This design comes from an exercise in tuning for small area on the open sky130 flow, not from production work.
Only simulation tests tie the RTL to the original design; equivalence was not proved.
Power and IR drop assume default switching activity.

==> flow/design.v (excerpt) <==
module mnt_fxu (
    input  wire        clk,
    input  wire        rst,       
    input  wire        req,
    input  wire        we,
    input  wire [5:0]  addr,      
    input  wire [31:0] wdata,
    output wire        ready,
    output wire [31:0] rdata
);
==> flow/config.mk <==
export PLATFORM = sky130hd
export DESIGN_NAME = mnt_fxu
export DESIGN_NICKNAME = mnt_fxu
export VERILOG_FILES = /design/flow/design.v
export SDC_FILE = /design/flow/constraint.sdc
export NUM_CORES = 4
export LEC_CHECK = 0
export CAP_MARGIN = 20
export CORE_MARGIN = 2
export CORE_UTILIZATION = 45
export SLEW_MARGIN = 20
==> flow/constraint.sdc <==
create_clock -name core_clock -period 14.0 [get_ports {clk}]
set_input_delay 2.8000 -clock core_clock [delete_from_list [all_inputs] [get_ports {clk}]]
set_output_delay 2.8000 -clock core_clock [all_outputs]
set_load 0.01 [all_outputs]
standard.sh (not shown) runs the stock make flow with config.mk's settings and CLKGATE_MAP_FILE= SYNTH_SCRIPT=/design/flow/synth_recipe.tcl, a recipe that flattens the netlist after the stock synthesis.
==> flow/flow/run.sh <==
#!/bin/bash
# Standard ORFS layout, with small port buffers and a clock tree without dummy loads.
set -euo pipefail
export BUFFER_PORTS_ARGS="-buffer_cell sky130_fd_sc_hd__buf_1"
export CTS_ARGS='-sink_clustering_enable -repair_clock_nets -dont_use_dummy_load -sink_clustering_size 20 -sink_clustering_max_diameter 60 -buf_list sky130_fd_sc_hd__clkbuf_8'
bash standard.sh > standard_flow.log 2>&1
The baseline ran to the end with no violations.
Then changed:
==> flow/flow/run.sh (replaced) <==
#!/bin/bash
# Standard ORFS layout, with small port buffers and a clock tree without dummy loads.
set -euo pipefail
export BUFFER_PORTS_ARGS="-buffer_cell sky130_fd_sc_hd__buf_1"
export CTS_ARGS="-sink_clustering_enable -repair_clock_nets -dont_use_dummy_load -sink_clustering_size 16 -sink_clustering_max_diameter 50 -buf_list sky130_fd_sc_hd__clkbuf_8"
bash standard.sh > standard_flow.log 2>&1
Via count grows slightly; synthesized cell count does not change; setup slack gets better by 0.031 ns; hold slack gets better by 0.0092 ns; count of clock-buffer cells in the layout grows by 8; total power grows by a few percent; cell area grows slightly; routed wire length barely changes; core utilization grows by 0.30 points; cell count grows slightly; maximum frequency stays flat.
Then changed:
==> flow/flow/run.sh (replaced) <==
#!/bin/bash
# Standard ORFS layout, with small port buffers and a clock tree without dummy loads.
set -euo pipefail
export BUFFER_PORTS_ARGS="-buffer_cell sky130_fd_sc_hd__buf_1"
export CTS_ARGS='-sink_clustering_enable -repair_clock_nets -dont_use_dummy_load -sink_clustering_size 10 -sink_clustering_max_diameter 35 -buf_list sky130_fd_sc_hd__clkbuf_4'
bash standard.sh > standard_flow.log 2>&1
Result: The new run completed without violations; routed wire length increases slightly; die area is unchanged; sequential cell count stays the same; fmax stays flat; first-iteration DRC count decreases slightly.
Then changed:
==> flow/flow/run.sh (replaced) <==
#!/bin/bash
# Standard ORFS layout, with small port buffers and a clock tree without dummy loads.
set -euo pipefail
export BUFFER_PORTS_ARGS="-buffer_cell sky130_fd_sc_hd__buf_1"
export CTS_ARGS='-sink_clustering_enable -repair_clock_nets -dont_use_dummy_load -sink_clustering_size 22 -sink_clustering_max_diameter 70 -buf_list sky130_fd_sc_hd__clkbuf_8'
bash standard.sh > standard_flow.log 2>&1
=>
- cell area goes down slightly
- utilization goes down by 0.39 points
- clock power goes down by a little under a tenth
- cell count goes down by a few percent
- global-route usage goes down by 0.42 points
- routed wire length goes down slightly
- non-clock buffer count is unchanged
- synthesized cell count is unchanged
- setup slack gets worse by 0.0050 ns
- count of clock-buffer cells in the layout goes down by 51


The RTL this note starts from:
==> flow/design.v <==
module mnt_fxu (
    input  wire        clk,
    input  wire        rst,       
    input  wire        req,
    input  wire        we,
    input  wire [5:0]  addr,      
    input  wire [31:0] wdata,
    output wire        ready,
    output wire [31:0] rdata
);
    localparam [31:0] ID_VALUE = 32'h4D4E5431;
    reg [31:0] regs [0:15];
    reg [4:0]  ph;
    reg        run;
    reg [2:0]  pc;
    reg        ill, lipend;
    reg [3:0]  lird;
    reg [31:0] T, U, ACC;
    reg        cx, c, sa, sb, nz, guard, sticky, hb, rs;
    reg        tq;            
    reg        bq;            
    reg        m_mul, m_div;  
    reg [4:0]  L;
    wire [5:0]  op = wdata[31:26];
    wire [3:0]  rd = wdata[25:22];
    wire [3:0]  ra = wdata[21:18];
    wire [3:0]  rb = wdata[17:14];
    wire [4:0]  k  = wdata[4:0];
    wire fmt_rrr = (op >= 6'h01 && op <= 6'h07) || op == 6'h0A;
    wire fmt_rrs = (op == 6'h08) || (op == 6'h09);
    wire fmt_rr  = (op == 6'h0B) || (op == 6'h0C) || (op >= 6'h10 && op <= 6'h17);
    wire fmt_ri  = (op == 6'h30);
    reg legal;
    always @(*) begin
        if (fmt_rrr)      legal = (wdata[13:0] == 14'd0);
        else if (fmt_rrs) legal = (wdata[17:5] == 13'd0);
        else if (fmt_rr)  legal = (wdata[17:0] == 18'd0);
        else if (fmt_ri)  legal = (wdata[21:0] == 22'd0);
        else              legal = 1'b0;
    end
    wire is_reg  = addr[5:4] == 2'b10;
    wire is_cmd  = we && addr == 6'h03;
    wire k_rd    = !we;
    wire k_wrr   = we && is_reg;
    wire k_li    = is_cmd && lipend;
    wire k_cmd   = is_cmd && !lipend && legal && !fmt_ri;
    wire k_long  = k_rd || k_wrr || k_li || k_cmd;
    wire imm     = req && !k_long;
    wire o_mul   = op == 6'h05 || op == 6'h06;
    wire o_div   = op == 6'h07;
    wire o_tof   = op == 6'h17;
    wire o_fromf = op == 6'h13;
    wire md      = o_mul || o_div;
    wire o_simple = fmt_rrr && !md;
    wire [2:0] last = k_rd ? 3'd1 : (k_wrr || k_li) ? 3'd0 :
                      md ? 3'd4 : 3'd1;
    wire p_load  = run && k_cmd && (md ? pc == 3'd1 : pc == 3'd0);
    wire p_loadu = run && k_cmd && pc == 3'd0;
    wire p_out   = run && k_cmd && pc == last;
    wire p_shout = run && k_cmd && o_mul && pc == 3'd3;
    wire p_copy  = run && k_cmd && o_div && pc == 3'd3;
    wire p_wr    = run && pc == 3'd0 && (k_wrr || k_li);
    wire s_md    = run && pc == 3'd2;
    wire s_mul   = s_md && m_mul;
    wire s_div   = s_md && m_div;
    wire ph0  = ph == 5'd0;
    wire ph31 = ph == 5'd31;
    assign ready = imm || (run && (k_rd ? (pc == 3'd1) : (ph31 && pc == last)));
    wire [3:0] idx_x = k_rd ? addr[3:0] :
                       (run && pc == 3'd0 && fmt_rrr) ? rb :
                       (run && pc == 3'd3) ? rd : ra;
    wire       x = regs[idx_x][0];
    wire negx = ((o_div && pc == 3'd1) || (o_tof && pc == 3'd0)) && sa;
    wire xn   = x ^ (negx && cx);
    wire [7:0] fe = U[30:23];
    reg  [5:0] dd;
    always @(*) begin
        case (op)
            6'h03, 6'h04:             dd = 6'h36;            
            6'h08:                    dd = -{1'b0, k};
            6'h09:                    dd = {1'b0, k};
            6'h10, 6'h11, 6'h12:      dd = 6'h36;            
            6'h14, 6'h15, 6'h16:      dd = 6'd10;
            6'h13:                    dd = 6'd12 - fe[5:0];   
            6'h17:                    dd = {1'b0, L} - 6'd23;
            default:                  dd = 6'd0;
        endcase
    end
    wire       rev  = md && pc != 3'd0;
    wire [4:0] base = rev ? {~ph[3:0], 1'b0} : 5'd0;
    wire [4:0] off  = !rev ? dd[4:0] :
                      (pc == 3'd4 || (pc == 3'd3 && ph31)) ?
                          ((op == 6'h05) ? 5'd22 : o_div ? 5'd1 : 5'd0) : 5'd0;
    wire [4:0] sel  = base + off;
    wire       tp   = T[sel];
    wire [6:0] j    = {2'b00, ph} + {dd[5], dd};
    wire       jneg = j[6];
    wire       jbig = !j[6] && j[5];
    wire sub   = op == 6'h02 || op == 6'h04;
    wire fill  = (op == 6'h09 || op == 6'h14 || op == 6'h15) ? sa : 1'b0;
    wire v_sh  = jneg ? 1'b0 : jbig ? fill : tp;
    reg  win;
    always @(*) begin
        case (op)
            6'h0B:   win = ph >= 5'd10;
            6'h0C:   win = ph <  5'd10;
            6'h12:   win = ph >= 5'd10 && ph <= 5'd17;
            6'h16:   win = ph <= 5'd7;
            default: win = 1'b1;
        endcase
    end
    wire f_fnz  = |U[22:0];
    wire f_zero = (fe == 8'hFF && f_fnz) || fe <= 8'd116;
    wire f_sat  = fe >= 8'd148;
    wire v_ff   = jneg ? 1'b0 : (j <= 7'd22) ? tp : (j == 7'd23);
    wire       up    = guard && (sticky || v_sh);
    wire [7:0] e8    = {3'd0, L} + 8'd117;
    wire       ebit  = e8[ph[2:0] + 3'd1];
    reg  a_bit, inv, c0, use_x;
    always @(*) begin
        a_bit = v_sh & win;
        inv   = 1'b0;
        c0    = 1'b0;
        use_x = 1'b0;
        if (o_simple) begin
            if (op == 6'h0A) a_bit = x & tp;
            else begin
                a_bit = v_sh;
                inv   = sub;
                c0    = sub;
                use_x = 1'b1;
            end
        end else if (o_mul) begin
            a_bit = (op == 6'h05 && ph > 5'd21) ? hb : tq;
        end else if (o_div) begin
            a_bit = tq;
            inv   = sa ^ sb;
            c0    = sa ^ sb;
        end else if (o_fromf) begin
            a_bit = v_ff;
            inv   = sa;
            c0    = sa;
        end else if (o_tof) begin
            a_bit = (ph <= 5'd22) ? v_sh : ebit;
            c0    = up;
        end
    end
    wire sa_in = a_bit ^ inv;
    wire sb_in = use_x & x;
    wire s_cin = ph0 ? c0 : c;
    wire c_nx  = (sa_in & sb_in) | (sa_in & s_cin) | (sb_in & s_cin);
    wire o     = (((o_div || o_tof) && !nz) || (o_fromf && f_zero)) ? 1'b0 :
                 (o_fromf && f_sat) ? (ph31 ? sa : !sa) :
                 (o_tof && ph31) ? sa : (sa_in ^ sb_in ^ s_cin);
    wire        bsub = s_div && (bq ^ sb);
    wire        ben  = s_div || (s_mul && tq);
    wire        ain  = s_div && tq;
    wire [31:0] aa   = {ACC[30:0], ain};
    wire [31:0] bb   = (U & {32{ben}}) ^ {32{bsub}};
    wire [31:0] sum;
    wire [32:0] cy;
    assign cy[0] = bsub;
    genvar gi;
    generate for (gi = 0; gi < 32; gi = gi + 1) begin : rca
        assign sum[gi]  = aa[gi] ^ bb[gi] ^ cy[gi];
        assign cy[gi+1] = (aa[gi] & bb[gi]) | (aa[gi] & cy[gi]) | (bb[gi] & cy[gi]);
    end endgenerate
    wire       wr   = p_wr || p_out || s_div;
    wire [3:0] widx = k_wrr ? addr[3:0] : k_li ? lird : rd;
    wire       wbit = p_wr ? wdata[ph] : s_div ? bq : o;
    integer r;
    always @(posedge clk) begin
        for (r = 0; r < 16; r = r + 1)
            regs[r] <= {(wr && widx == r) ? wbit : regs[r][0], regs[r][31:1]};
    end
    wire [31:0] id_v = ID_VALUE;
    reg t_in;
    always @(*) begin
        if (run && k_rd)  t_in = is_reg ? x : (addr == 6'h00) ? id_v[ph] :
                                 (addr == 6'h02) && ((ph == 5'd1 && ill) || (ph == 5'd4 && lipend));
        else if (p_load)  t_in = xn;
        else if (p_shout) t_in = ACC[31];
        else if (p_copy)  t_in = ph0 ? bq : x;
        else              t_in = T[0];
    end
    always @(posedge clk) begin
        T   <= {t_in, T[31:1]};
        ACC <= sum;
        if (p_loadu) U <= {o_tof ? xn : x, U[31:1]};
        cx <= ph31 ? 1'b0 : (cx | x);
        c  <= c_nx;
        tq <= !ph31 ? tp : (p_shout && op == 6'h06) ? ACC[31] : (p_load && md) ? xn : tp;
        bq <= !sum[31];
        m_mul <= o_mul;
        m_div <= o_div;
        if (p_out && ph == 5'd21) hb <= tq;
    end
    always @(posedge clk) begin
        if (rst) begin
            ph     <= 5'd0;
            run    <= 1'b0;
            pc     <= 3'd0;
            ill    <= 1'b0;
            lipend <= 1'b0;
            lird   <= 4'd0;
        end else begin
            ph <= ph + 5'd1;
            if (!run) begin
                if (req && k_long && ph31) begin
                    run <= 1'b1;
                    pc  <= 3'd0;
                end
                if (imm && we) begin
                    if (addr == 6'h02) begin
                        if (wdata[1]) ill <= 1'b0;
                    end else if (addr == 6'h03) begin
                        if (!legal) ill <= 1'b1;
                        else if (fmt_ri) begin
                            lipend <= 1'b1;
                            lird   <= rd;
                        end
                    end
                end
            end else if (ready) begin
                run <= 1'b0;
                if (k_li) lipend <= 1'b0;
            end else if (ph31) begin
                pc <= pc + 3'd1;
            end
        end
    end
    always @(posedge clk) begin
        if (!run && ph31) begin
            sa     <= x;
            nz     <= 1'b0;
            guard  <= 1'b0;
            sticky <= 1'b0;
            rs     <= 1'b0;
        end else begin
            if (p_loadu && ph31) sb <= x;
            if (p_loadu && o_tof && ph >= 5'd25) rs <= rs | T[7];
            if (p_loadu && (o_tof ? xn : x)) begin
                nz     <= 1'b1;
                L      <= ph;
                guard  <= ph >= 5'd24 && T[8];
                sticky <= ph >= 5'd25 && (rs || T[7]);
            end
        end
    end
    assign rdata = T;
endmodule
==> flow/config.mk <==
export PLATFORM = sky130hd
export DESIGN_NAME = mnt_fxu
export DESIGN_NICKNAME = mnt_fxu
export VERILOG_FILES = /design/flow/design.v
export SDC_FILE = /design/flow/constraint.sdc
export NUM_CORES = 4
export LEC_CHECK = 0
export CAP_MARGIN = 20
export CORE_MARGIN = 2
export CORE_UTILIZATION = 45
export SLEW_MARGIN = 20
==> flow/constraint.sdc <==
create_clock -name core_clock -period 14.0 [get_ports {clk}]
set_input_delay 2.8000 -clock core_clock [delete_from_list [all_inputs] [get_ports {clk}]]
set_output_delay 2.8000 -clock core_clock [all_outputs]
set_load 0.01 [all_outputs]
==> flow/flow/run.sh <==
#!/bin/bash
# Standard ORFS layout, with small port buffers and a clock tree without dummy loads.
set -euo pipefail
export BUFFER_PORTS_ARGS="-buffer_cell sky130_fd_sc_hd__buf_1"
export CTS_ARGS="-sink_clustering_enable -repair_clock_nets -dont_use_dummy_load -sink_clustering_size 16 -sink_clustering_max_diameter 50 -buf_list sky130_fd_sc_hd__clkbuf_8"
bash standard.sh > standard_flow.log 2>&1
Edit:
- CORE_AREA: not set -> 2 2 221.07 221.07
- CORE_MARGIN: 2 -> not set
- CORE_UTILIZATION: 45 -> not set
- DIE_AREA: not set -> 0 0 223.07 223.07
=>
- The changed run produced a clean layout
- power barely changes
- routed wire length barely changes
- non-clock buffer count is unchanged
- core utilization shrinks by 6.7 points
- flip-flop and latch count is unchanged

## what the ideal ports hide
No port has a modelled driver above. Below, the same layouts with a new extraction and two added sets of constraints.
Step 1 (the two cells are an assumption about what drives the block):
set clk [get_ports {clk}]
set_driving_cell -lib_cell sky130_fd_sc_hd__clkbuf_16 $clk
set_driving_cell -lib_cell sky130_fd_sc_hd__buf_2 [delete_from_list [all_inputs] $clk]
Step 2 times the ports against the registers' clock, not the clock port: input delays grow and output delays shrink by t, the midpoint of the rising clock arrivals with the driver on.
a / b / c = no drivers / after step 1 / after step 2; a / b = the first two.
| run | t (ns) | setup WS [ns] | worst setup path after step 2 | clock arrival spread, ns | cell pins on the clock port's net |
|---|---|---|---|---|---|
| the first run of note 1 | 0.643 | 0.446 / 0.446 / 0.446 | register to register | 0.055 / 0.055 | 1 |
| the second run of note 1 | 0.633 | 0.477 / 0.477 / 0.477 | register to register | 0.074 / 0.075 | 1 |
| the third run of note 1 | 0.792 | 0.470 / 0.470 / 0.470 | register to register | 0.085 / 0.085 | 1 |
| the fourth run of note 1 | 0.643 | 0.465 / 0.465 / 0.465 | register to register | 0.066 / 0.066 | 1 |
| the first run of note 2 | 0.628 | 0.601 / 0.601 / 0.601 | register to register | 0.077 / 0.078 | 1 |
| the second run of note 2 | 0.625 | 0.546 / 0.546 / 0.546 | register to register | 0.064 / 0.064 | 1 |
After both steps every run listed still meets setup and hold.
